From an optimization exercise on the open Yosys and OpenROAD flow, aimed at small area, a short achievable clock period and few clock cycles per item; shortcuts taken in it are not production practice. RTL that was checked went through simulation tests only; none was proved equivalent to the original.

==> branch yarrow <==
// pid_eval
module pid_eval (
    input  wire        clk,
    input  wire        rst,
    input  wire        start,
    input  wire [31:0] sp,
    input  wire [31:0] meas,
    input  wire [31:0] kp,
    input  wire [31:0] ki,
    input  wire [31:0] kd,
    input  wire [31:0] bias,
    input  wire [31:0] dt,
    output wire        ready,
    output reg         done,
    output wire [31:0] out,
    output wire [31:0] integral,
    output wire [31:0] prev_err
);
    localparam IDLE = 0,    
               ERR  = 1,    
               DE   = 2,    
               INT  = 3,    
               I    = 4,    
               PI   = 5,    
               D    = 6,    
               PID  = 7,    
               OUT  = 8;    
    reg [8:0]  st;
    reg [31:0] r_kp, r_ki, r_kd, r_bias, r_dt;
    reg [31:0] ra, rb;
    reg [31:0] r_int, r_prev;
    reg [65:0] mid;
    wire [31:0] add_y;
    wire [31:0] h1_a = st[IDLE] ? sp :
                       st[INT]  ? r_int :
                       st[D]    ? ra : add_y;
    wire [31:0] h1_b = st[IDLE] ? {~meas[31], meas[30:0]} :
                       st[ERR]  ? {~r_prev[31], r_prev[30:0]} :
                       st[PID]  ? r_kp :
                       st[OUT]  ? r_bias : rb;
  ...
Settings: LEC_CHECK=0, CAP_MARGIN=20, CORE_MARGIN=2, CORE_UTILIZATION=40, SETUP_SLACK_MARGIN=5, SLEW_MARGIN=20; clock period 20.0 ns.
run.sh (not shown) runs the stock make flow with config.mk's settings and CLKGATE_MAP_FILE= SYNTH_SCRIPT=/design/flow/synth_recipe.tcl, a recipe that flattens the netlist after the stock synthesis.
==> inputs of branch tundra, as changes to branch yarrow <==
--- a/flow/design.v
+++ b/flow/design.v
@@ -202,71 +202,84 @@
         else
             spec_now = 2'd0;
     end
     wire        a_n = (a[30:23] != 0);
     wire        nrm = ws[23] & dvs[23];
     wire [29:0] d1  = {4'd0, dvs, 2'b00};       
     wire [29:0] d2  = {3'd0, dvs, 3'b000};      
-    reg [7:0] k2, k1, k0, kn1;
+    reg signed [6:0] m2, m1, m0, mn1;
     always @(*) begin
         case (dvs[22:20])
-            3'd0: begin k2 = 8'd244; k1 = 8'd253; k0 = 8'd5; kn1 = 8'd13; end
-            3'd1: begin k2 = 8'd242; k1 = 8'd252; k0 = 8'd6; kn1 = 8'd15; end
-            3'd2: begin k2 = 8'd241; k1 = 8'd252; k0 = 8'd6; kn1 = 8'd16; end
-            3'd3: begin k2 = 8'd240; k1 = 8'd252; k0 = 8'd7; kn1 = 8'd18; end
-            3'd4: begin k2 = 8'd238; k1 = 8'd251; k0 = 8'd8; kn1 = 8'd20; end
-            3'd5: begin k2 = 8'd237; k1 = 8'd251; k0 = 8'd8; kn1 = 8'd21; end
-            3'd6: begin k2 = 8'd236; k1 = 8'd251; k0 = 8'd9; kn1 = 8'd23; end
-            3'd7: begin k2 = 8'd234; k1 = 8'd250; k0 = 8'd10; kn1 = 8'd25; end
-            default: begin k2 = 8'd0; k1 = 8'd0; k0 = 8'd0; kn1 = 8'd0; end
+            3'd0: begin m2 = 12; m1 = 3; m0 = -5; mn1 = -13; end
+            3'd1: begin m2 = 14; m1 = 4; m0 = -6; mn1 = -15; end
+            3'd2: begin m2 = 15; m1 = 4; m0 = -6; mn1 = -16; end
+            3'd3: begin m2 = 16; m1 = 4; m0 = -7; mn1 = -18; end
+            3'd4: begin m2 = 18; m1 = 5; m0 = -8; mn1 = -20; end
+            3'd5: begin m2 = 19; m1 = 5; m0 = -8; mn1 = -21; end
+            3'd6: begin m2 = 20; m1 = 5; m0 = -9; mn1 = -23; end
+            3'd7: begin m2 = 22; m1 = 6; m0 = -10; mn1 = -25; end
+            default: begin m2 = 0; m1 = 0; m0 = 0; mn1 = 0; end
         endcase
     end
-    function ge;
-        input [7:0] s8, c8, k;
-        reg [7:0] u, v, t;
-        begin
-            u  = s8 ^ c8 ^ k;
-            v  = {(s8[6:0] & c8[6:0]) | (s8[6:0] & k[6:0]) | (c8[6:0] & k[6:0]), 1'b0};
-            t  = u + v;
-            ge = ~t[7];
-        end
-    endfunction
-    wire        fast = a_n & dvs[23];           
-    wire [29:0] w0   = start ? {6'd0, 1'b1, a[22:0]} : ws;
-    wire [29:0] c0   = start ? 30'd0 : wc;
-    wire [23:0] p0   = start ? 24'd0 : qp;
-    wire [23:0] n0   = start ? 24'd0 : qn;
     reg  [29:0] s, c, x, s4, c4, s_2, c_2;
     reg  [33:0] p, n;
     reg  [27:0] p_2, n_2;
+    reg signed [6:0] est;
     reg         qp2, qp1, qn1, qn2;
     integer j;
     always @(*) begin
-        s = w0;
-        c = c0;
-        p = {10'd0, p0};
-        n = {10'd0, n0};
+        s = ws;
+        c = wc;
+        p = {10'd0, qp};
+        n = {10'd0, qn};
         s_2 = 30'd0; c_2 = 30'd0; p_2 = 28'd0; n_2 = 28'd0;
         for (j = 0; j < 5; j = j + 1) begin
             s4  = {s[27:0], 2'b00};
             c4  = {c[27:0], 2'b00};
-            qp2 = ge(s4[29:22], c4[29:22], k2);
-            qp1 = ~qp2 & ge(s4[29:22], c4[29:22], k1);
-            qn2 = ~ge(s4[29:22], c4[29:22], kn1);
-            qn1 = ~qn2 & ~ge(s4[29:22], c4[29:22], k0);
+            est = s4[28:22] + c4[28:22];
+            qp2 = (est >= m2);
+            qp1 = ~qp2 & (est >= m1);
+            qn2 = (est < mn1);
+            qn1 = ~qn2 & (est < m0);
             x   = qp2 ? ~d2 : qp1 ? ~d1 : qn1 ? d1 : qn2 ? d2 : 30'd0;
             s   = s4 ^ c4 ^ x;
             c   = {((s4 & c4) | (s4 & x) | (c4 & x)), 1'b0} | {29'd0, qp2 | qp1};
             p   = {p[31:0], qp2, qp1};
             n   = {n[31:0], qn2, qn1};
             if (j == 1) begin
                 s_2 = s; c_2 = c; p_2 = p[27:0]; n_2 = n[27:0];
             end
         end
     end
+    wire fast = a_n & dvs[23];
+    reg  [29:0] ls, lc, lx, ls4, lc4;
+    reg  [3:0]  lp, ln;
+    reg signed [6:0] lest;
+    reg         lqp2, lqp1, lqn1, lqn2;
+    integer l;
+    always @(*) begin
+        ls = {6'd0, 1'b1, a[22:0]};
+        lc = 30'd0;
+        lp = 4'd0;
+        ln = 4'd0;
+        for (l = 0; l < 2; l = l + 1) begin
+            ls4  = {ls[27:0], 2'b00};
+            lc4  = {lc[27:0], 2'b00};
+            lest = ls4[28:22] + lc4[28:22];
+            lqp2 = (lest >= m2);
+            lqp1 = ~lqp2 & (lest >= m1);
+            lqn2 = (lest < mn1);
+            lqn1 = ~lqn2 & (lest < m0);
+            lx   = lqp2 ? ~d2 : lqp1 ? ~d1 : lqn1 ? d1 : lqn2 ? d2 : 30'd0;
+            ls   = ls4 ^ lc4 ^ lx;
+            lc   = {((ls4 & lc4) | (ls4 & lx) | (lc4 & lx)), 1'b0} | {29'd0, lqp2 | lqp1};
+            lp   = {lp[1:0], lqp2, lqp1};
+            ln   = {ln[1:0], lqn2, lqn1};
+        end
+    end
     always @(posedge clk) begin
         if (pre)
             dvs <= {bin[30:23] != 0, bin[22:0]};
         if (rst) begin
             busy <= 1'b0;
         end else if (start) begin
             a_sign <= a[31];
@@ -274,18 +287,18 @@
             a_mz   <= (a[22:0] == 23'd0);
             adj    <= 10'sd0;
             first  <= 1'b1;
             busy   <= 1'b1;
             cnt    <= 1'b0;
             norm   <= ~fast;
             if (fast) begin
-                ws <= s_2;
-                wc <= c_2;
-                qp <= p_2[23:0];
-                qn <= n_2[23:0];
+                ws <= ls;
+                wc <= lc;
+                qp <= {20'd0, lp};
+                qn <= {20'd0, ln};
             end else begin
                 ws <= {6'd0, a_n, a[22:0]};
                 wc <= 30'd0;
                 qp <= 24'd0;
                 qn <= 24'd0;
             end
         end else if (busy) begin
@@ -318,17 +331,19 @@
                 if (cnt)
                     busy <= 1'b0;
             end
         end
     end
     assign done = ~busy;
     wire [29:0] w   = s_2 + c_2;
+    wire [29:0] wd  = s_2 + c_2 + d1;
     wire        neg = w[29];
-    wire [27:0] quo = p_2 - n_2 - {27'd0, neg};
-    wire        rz  = (w == 30'd0) | (neg & (w == ~d1 + 30'd1));
+    wire [27:0] qm1 = p_2 + ~n_2;               
+    wire [27:0] quo = neg ? qm1 : qm1 + 28'd1;
+    wire        rz  = neg ? (wd == 30'd0) : (w == 30'd0);
     wire        hi  = quo[26];
     wire [25:0] sig = hi ? quo[26:1] : quo[25:0];
     wire        stk = ~rz | (hi & quo[0]);
     wire signed [9:0] e = $signed({2'd0, a_exp[7:1], a_exp[0] | (a_exp == 0)})
                         - $signed({2'd0, b[30:24], b[23] | ~b_n}) + adj
                         + (hi ? 10'sd127 : 10'sd126);
     wire [31:0] rnd;
==> summary.txt <==
* Final WS setup at -2.96 ns
* Post-synthesis adder-cell area fraction at 24.0%
* Vias post-DR at 93,300
* Status: failed layout checks
* Final setup violation count at 88
* Register clock-pin slew on the reported worst setup and hold paths at 0.07 ns
* Hold Crit Endpoint: r_prev[12]
* Gpl congestion at 1.08
* CP max-delay cell: fa_1
* Met2 WL at 191,000 um
* Blocking Checks: negative setup slack
* Slew at the pin closest to its max-slew limit at 1.27 ns
* Clock sink count at 556
* Non-clk bufs at 2,312
* Worst Path Required at 20.50 ns
* Fin nets at 13,900
* FF+latch count, synth at 556
# the run above: branch yarrow

==> summary.txt <==
* Clock sink count at 558
* Status: complete, no violations
* Final WS setup at 3.52 ns
* Vias post-DR at 90,900
* Fin nets at 12,600
* Hold Crit Endpoint: r_prev[18]
* Worst Path Required at 20.45 ns
* Final setup violation count at 0
* Gpl congestion at 1.03
* CP max-delay cell: fa_2
* Slew at the pin closest to its max-slew limit at 1.22 ns
* FF+latch count, synth at 558
* Post-synthesis adder-cell area fraction at 22.9%
* Met2 WL at 193,000 um
* Most Frequent Cell on Critical Path: ha_4
# the run above: branch tundra

Testbench counts of branch tundra, summed over its fixed seeds: cycles 43,200, items 4,800.
Function not checked in branch yarrow: the RTL went through the layout flow alone.

-- port drivers added, routing unchanged --
In the flow no input, the clock included, has a driving cell. The finished layouts below were timed again as built, in two steps. Step 1 assumes that a clkbuf_16 drives the clock port and a buf_2 every other input. Step 2 times the ports against the registers' clock, not the clock port: input delays grow and output delays shrink by t, the midpoint of the rising clock arrivals with the driver on. a / b / c = ideal / step 1 / step 2; a / b = the first two.
run	shift t [ns]	slack for setup (ns)	hold WS [ns]
branch yarrow	0.823	-2.959 / -2.959 / -2.959	0.480 / 0.480 / 0.480
branch tundra	0.840	3.518 / 3.518 / 3.518	0.481 / 0.481 / 0.481
